This design comes from an exercise in tuning for small area, a short achievable clock period and few clock cycles on the open sky130 flow, not from production work. In this exercise RTL edits were held to simulation tests only and were not proved equivalent to the original.

==> job 1051 <==
// rs_codec
module rs_codec (
    input  wire       clk,
    input  wire       rst,
    input  wire       in_valid,
    output wire       in_ready,
    input  wire [7:0] in_data,
    input  wire       in_mode,
    output wire       out_valid,
    output wire [7:0] out_data,
    output wire       out_ok,
    output wire       out_last
);
Settings: LEC_CHECK=0, CAP_MARGIN=30, CORE_MARGIN=2, CORE_UTILIZATION=45, CTS_CLUSTER_DIAMETER=60, CTS_CLUSTER_SIZE=25, SLEW_MARGIN=30; clock period 20.0 ns.
standard.sh (not shown) runs the stock make flow with config.mk's settings and CLKGATE_MAP_FILE= SYNTH_SCRIPT=/design/flow/synth_recipe.tcl, a recipe that flattens the netlist after the stock synthesis.
==> flow/flow/run.sh <==
#!/bin/bash
set -euo pipefail
bash standard.sh SETUP_SLACK_MARGIN=14.65 SKIP_GATE_CLONING=1 MATCH_CELL_FOOTPRINT=0 finish > make_finish.log 2>&1
==> inputs of job 7124, as changes to job 1051 <==
--- a/flow/design.v
+++ b/flow/design.v
@@ -978,18 +978,22 @@
     always @(posedge clk) begin
         out_ok_q   <= (ostate == O_PAR) || !o_mode || o_ok;
         out_last_q <= (ostate == O_PAR) ? (o_cnt == N-1) : (o_mode && o_cnt == K-1);
         out_data_q <= (ostate == O_PAR) ? ct[NP-1] :
                       !o_mode ? head : (o_ok ? (head ^ corr_q) : 8'h00);
     end
-    wire [7:0] c_pos = acc ? ((!nb_first && nb_last) ? 8'd0 : nb_pos + 8'd1) : nb_pos;
-    wire       c_buf = (acc && !nb_first && nb_last) ? ~nb_buf : nb_buf;
     wire       pok0  = !hold[0] || (ostate == O_PAY && !ob);
     wire       pok1  = !hold[1] || (ostate == O_PAY &&  ob);
-    wire       c_ok  = (c_pos < K)     ? (c_buf ? pok1 : pok0) :
-                       (c_pos == N-1)  ? (dstate == D_IDLE) : 1'b1;
+    wire       wrap  = !nb_first && nb_last;
+    wire [7:0] n_pos = wrap ? 8'd0 : nb_pos + 8'd1;
+    wire       n_buf = wrap ? ~nb_buf : nb_buf;
+    wire       ok_stay = (nb_pos < K)   ? (nb_buf ? pok1 : pok0) :
+                         (nb_pos == N-1) ? (dstate == D_IDLE) : 1'b1;
+    wire       ok_next = (n_pos < K)    ? (n_buf ? pok1 : pok0) :
+                         (n_pos == N-1)  ? (dstate == D_IDLE) : 1'b1;
+    wire       c_ok  = acc ? ok_next : ok_stay;
     always @(posedge clk) begin
         if (rst) begin
             in_ready_q <= 1'b0;
             in_busy    <= 1'b1;
         end else begin
             in_ready_q <= c_ok && !rot && !blocked;
==> flow/flow/run.sh (replaced) <==
#!/bin/bash
set -euo pipefail
bash standard.sh SETUP_SLACK_MARGIN=14.65 SKIP_GATE_CLONING=1 finish > make_finish.log 2>&1
==> inputs of job 7623, as changes to job 1051 <==
--- a/flow/design.v
+++ b/flow/design.v
@@ -978,18 +978,22 @@
     always @(posedge clk) begin
         out_ok_q   <= (ostate == O_PAR) || !o_mode || o_ok;
         out_last_q <= (ostate == O_PAR) ? (o_cnt == N-1) : (o_mode && o_cnt == K-1);
         out_data_q <= (ostate == O_PAR) ? ct[NP-1] :
                       !o_mode ? head : (o_ok ? (head ^ corr_q) : 8'h00);
     end
-    wire [7:0] c_pos = acc ? ((!nb_first && nb_last) ? 8'd0 : nb_pos + 8'd1) : nb_pos;
-    wire       c_buf = (acc && !nb_first && nb_last) ? ~nb_buf : nb_buf;
     wire       pok0  = !hold[0] || (ostate == O_PAY && !ob);
     wire       pok1  = !hold[1] || (ostate == O_PAY &&  ob);
-    wire       c_ok  = (c_pos < K)     ? (c_buf ? pok1 : pok0) :
-                       (c_pos == N-1)  ? (dstate == D_IDLE) : 1'b1;
+    wire       wrap  = !nb_first && nb_last;
+    wire [7:0] n_pos = wrap ? 8'd0 : nb_pos + 8'd1;
+    wire       n_buf = wrap ? ~nb_buf : nb_buf;
+    wire       ok_stay = (nb_pos < K)   ? (nb_buf ? pok1 : pok0) :
+                         (nb_pos == N-1) ? (dstate == D_IDLE) : 1'b1;
+    wire       ok_next = (n_pos < K)    ? (n_buf ? pok1 : pok0) :
+                         (n_pos == N-1)  ? (dstate == D_IDLE) : 1'b1;
+    wire       c_ok  = acc ? ok_next : ok_stay;
     always @(posedge clk) begin
         if (rst) begin
             in_ready_q <= 1'b0;
             in_busy    <= 1'b1;
         end else begin
             in_ready_q <= c_ok && !rot && !blocked;
==> flow/flow/run.sh (replaced) <==
#!/bin/bash
set -euo pipefail
bash standard.sh SETUP_SLACK_MARGIN=14.65 SKIP_GATE_CLONING=1 finish > make_finish.log 2>&1
==> flow/config.mk (replaced) <==
export PLATFORM = sky130hd
export DESIGN_NAME = rs_codec
export DESIGN_NICKNAME = rs_codec
export VERILOG_FILES = /design/flow/design.v
export SDC_FILE = /design/flow/constraint.sdc
export NUM_CORES = 8
export LEC_CHECK = 0
export CAP_MARGIN = 30
export CORE_MARGIN = 2
export CORE_UTILIZATION = 50
export CTS_CLUSTER_DIAMETER = 60
export CTS_CLUSTER_SIZE = 25
export SLEW_MARGIN = 30
==> inputs of job 3824, as changes to job 1051 <==
==> flow/flow/run.sh (replaced) <==
#!/bin/bash
set -euo pipefail
bash standard.sh SETUP_SLACK_MARGIN=14.65 SKIP_GATE_CLONING=1 finish > make_finish.log 2>&1
==> results.txt <==
- Job 7623 produced a clean layout. Job 1051 finished but failed the layout checks on antenna violations. Job 3824 completed with no timing, DRC or antenna violations. Job 7124 finished clean.
- Cell count, lowest first: job 7623, job 7124, job 1051, job 3824.
- The highest hold slack belongs to job 7124, the lowest to job 1051.
- The highest non-clock buffer count belongs to job 3824, the lowest to job 7124.
- Area after synthesis is the same in job 1051 and job 3824.
- Against job 1051, the clock-buffer cell count of job 7623 is lower by 4.
- Via count, highest first: job 7623, job 3824, job 1051, job 7124.
- Clock skew, lowest first: job 7124, job 3824, job 7623, job 1051.
Testbench counts of job 1051, summed over its fixed seeds: cycles 59,537.
Testbench counts of job 7124, summed over its fixed seeds: cycles 59,537.
Testbench counts of job 7623, summed over its fixed seeds: cycles 59,537.
Testbench counts of job 3824, summed over its fixed seeds: cycles 59,537.

* * *

==> inputs of v23 <==
rs_codec, a different RTL version from the one above (not shown whole).
export LEC_CHECK = 0
export CAP_MARGIN = 20
export CORE_MARGIN = 2
export CORE_UTILIZATION = 45
export SLEW_MARGIN = 20
create_clock -name core_clock -period 20.0 [get_ports {clk}]
run.sh (not shown) runs the stock make flow with config.mk's settings and CLKGATE_MAP_FILE= SYNTH_SCRIPT=/design/flow/synth_recipe.tcl, a recipe that flattens the netlist after the stock synthesis.
Stock flow here: none of the scripts above is used.
==> inputs of v5, as changes to v23 <==
==> flow/flow/run.sh (new file) <==
#!/bin/bash
set -euo pipefail
bash standard.sh SETUP_SLACK_MARGIN=14.5 SKIP_GATE_CLONING=1 finish > make_finish.log 2>&1
==> flow/standard.sh (new file) <==
#!/bin/bash
# synth_recipe.tcl (not shown) runs the flow's synth.tcl, then flattens the netlist and writes it again
# the make line also repeats each setting of config.mk as NAME=value (left out here)
make -C /OpenROAD-flow-scripts/flow DESIGN_CONFIG=/design/flow/config.mk WORK_HOME=/design/flow/orfs CLKGATE_MAP_FILE= SYNTH_SCRIPT=/design/flow/synth_recipe.tcl "${@:-finish}"
removed: flow/run.sh
==> comparison table <==
|  | v23 | v5 |
|---|---|---|
| Run status | no timing/DRC/antenna violations | no timing/DRC/antenna violations |
| Share of the core filled with cells in the final layout | 0.497 | 0.506 |
| Met3 track demand over resource | 0.0798 | 0.0794 |
| Ratio of cells with drive above 1 in the final layout | 0.0819 | 0.104 |
| Met1 Resource Use GR | 0.438 | 0.432 |
| Setup slack of the most critical reg-to-reg path | 13000 ps | 14400 ps |
| Start point of the critical path | bpol[3][5] | bpol[1][7] |
| Sequential cell area in the final layout | 91800 um^2 | 91800 um^2 |
| TritonCTS buffer count | 337 | 338 |
| Total cell area at the placement stage | 185000 um^2 | 185000 um^2 |
| Total number of vias | 127000 | 129000 |
| Worst R2R Start | bpol[3][5] | bpol[1][7] |
| Crit path arrival time | 7810 ps | 6390 ps |
Testbench counts of v23, summed over its fixed seeds: cycles 60,613.
Testbench counts of v5, summed over its fixed seeds: cycles 60,613.

* * *

==> inputs of amber <==
Another version of the RTL of rs_codec (not shown whole).
clock: 20.0 ns
lec_check: 0
cap_margin: 30
core_margin: 2
core_utilization: 45
slew_margin: 30
standard.sh (not shown) runs the stock make flow with config.mk's settings and CLKGATE_MAP_FILE= SYNTH_SCRIPT=/design/flow/synth_recipe.tcl, a recipe that flattens the netlist after the stock synthesis.
==> flow/flow/run.sh <==
#!/bin/bash
set -euo pipefail
bash standard.sh SETUP_SLACK_MARGIN=14.6 SKIP_GATE_CLONING=1 finish > make_finish.log 2>&1
==> maple: changes against amber <==
==> flow/flow/run.sh (replaced) <==
#!/bin/bash
set -euo pipefail
bash standard.sh SETUP_SLACK_MARGIN=14.5 SKIP_GATE_CLONING=1 finish > make_finish.log 2>&1
CTS_CLUSTER_DIAMETER = 60   (was default)
CTS_CLUSTER_SIZE = 25   (was default)
==> nickel: changes against amber <==
--- a/flow/design.v
+++ b/flow/design.v
@@ -384,17 +384,18 @@
             28: gen_coef = 8'h97;
             29: gen_coef = 8'h9e;
             30: gen_coef = 8'h3f;
             31: gen_coef = 8'h95;
             default: gen_coef = 8'h00;
         endcase
     endfunction
-    reg        in_ready_q;
+    reg        in_ready_q;       
+    reg        in_busy;          
     assign in_ready = in_ready_q;
-    wire       acc = in_valid & in_ready_q;
+    wire       acc = in_valid & !in_busy;
     reg  [7:0] nb_pos;           
     reg        nb_mode;          
     reg        nb_buf;           
     wire       nb_first = (nb_pos == 8'd0);
     wire       nb_last  = nb_mode ? (nb_pos == N-1) : (nb_pos == K-1);
     reg        a_v;              
     reg  [7:0] a_d;
@@ -788,22 +789,27 @@
     wire [7:0] c_pos = acc ? ((!nb_first && nb_last) ? 8'd0 : nb_pos + 8'd1) : nb_pos;
     wire       c_buf = (acc && !nb_first && nb_last) ? ~nb_buf : nb_buf;
     wire       pok0  = !hold[0] || (ostate == O_PAY && !ob);
     wire       pok1  = !hold[1] || (ostate == O_PAY &&  ob);
     wire       c_ok  = (c_pos < K)     ? (c_buf ? pok1 : pok0) :
                        (c_pos == N-1)  ? (dstate == D_IDLE) : 1'b1;
     always @(posedge clk) begin
-        if (rst) in_ready_q <= 1'b0;
-        else     in_ready_q <= c_ok && !rot && !blocked;
+        if (rst) begin
+            in_ready_q <= 1'b0;
+            in_busy    <= 1'b1;
+        end else begin
+            in_ready_q <= c_ok && !rot && !blocked;
+            in_busy    <= !(c_ok && !rot && !blocked);
+        end
     end
     always @(posedge clk) begin
         if (rot) begin
             rot_cnt <= rot_cnt + 7'd1;
             if (rot_cnt == K - 1) rot <= 1'b0;
-        end else if (blocked && !in_ready_q) begin
+        end else if (blocked && in_busy) begin
             rot     <= 1'b1;
             rot_b   <= ob;
             rot_cnt <= 7'd0;
         end
         if (rst) rot <= 1'b0;
     end
 endmodule
==> flow/flow/run.sh (replaced) <==
#!/bin/bash
set -euo pipefail
bash standard.sh SETUP_SLACK_MARGIN=14.65 SKIP_GATE_CLONING=1 finish > make_finish.log 2>&1
==> results.txt <==
Of amber and nickel, nickel has the higher clock skew (gap 0.014 ns).
The highest maximum frequency belongs to nickel, the lowest to maple.
Design area: maple < amber < nickel.
In maple the synthesized cell count is larger than in nickel, by about 0.33%.
Clock-buffer cell count: maple < amber < nickel.
Final cell count is about the same in nickel and amber.
In nickel the hold slack is higher than in amber, by 0.0014 ns.
Wire length: amber is higher than maple (0.43%).
Testbench counts of amber, summed over its fixed seeds: cycles 59,591.
Testbench counts of maple, summed over its fixed seeds: cycles 59,591.
Testbench counts of nickel, summed over its fixed seeds: cycles 59,591.

[port drivers added, routing unchanged]
How much do the figures lean on ideal ports? The routed layouts below were timed once more, with nothing changed but the port constraints.
Step 1 assumes that a clkbuf_16 drives the clock port and a buf_2 every other input.
Step 2 times the ports against the registers' clock, not the clock port: input delays grow and output delays shrink by t, the midpoint of the rising clock arrivals with the driver on.
Slacks: ideal ports / drivers / drivers and shift; pairs: ideal ports / drivers.
run	shift t [ns]	slack for setup (ns)	hold WS [ns]	clock arrival spread, ns	worst data-port slew with drivers (ns)
job 1051	1.040	14.500 / 14.436 / 13.727	0.377 / 0.377 / 0.377	0.082 / 0.083	0.21
job 7124	1.067	14.433 / 14.346 / 14.012	0.403 / 0.403 / 0.403	0.074 / 0.074	0.22
job 7623	1.040	14.516 / 14.454 / 13.904	0.381 / 0.381 / 0.381	0.084 / 0.083	0.09
job 3824	1.059	14.615 / 14.496 / 13.728	0.392 / 0.392 / 0.392	0.097 / 0.098	0.14
v23	1.060	12.998 / 12.998 / 12.998	0.380 / 0.380 / 0.380	0.096 / 0.096	0.04
v5	1.082	14.396 / 14.297 / 13.764	0.362 / 0.362 / 0.362	0.110 / 0.111	0.04
amber	1.096	14.521 / 14.404 / 13.785	0.369 / 0.369 / 0.369	0.087 / 0.086	0.05
maple	1.075	14.467 / 14.421 / 13.775	0.371 / 0.371 / 0.371	0.060 / 0.060	0.05
nickel	1.090	14.560 / 14.444 / 14.031	0.371 / 0.371 / 0.371	0.099 / 0.099	0.05
The setup slack of job 3824, which loses most, moves by -0.119 ns with the drivers and by -0.887 ns with both steps.
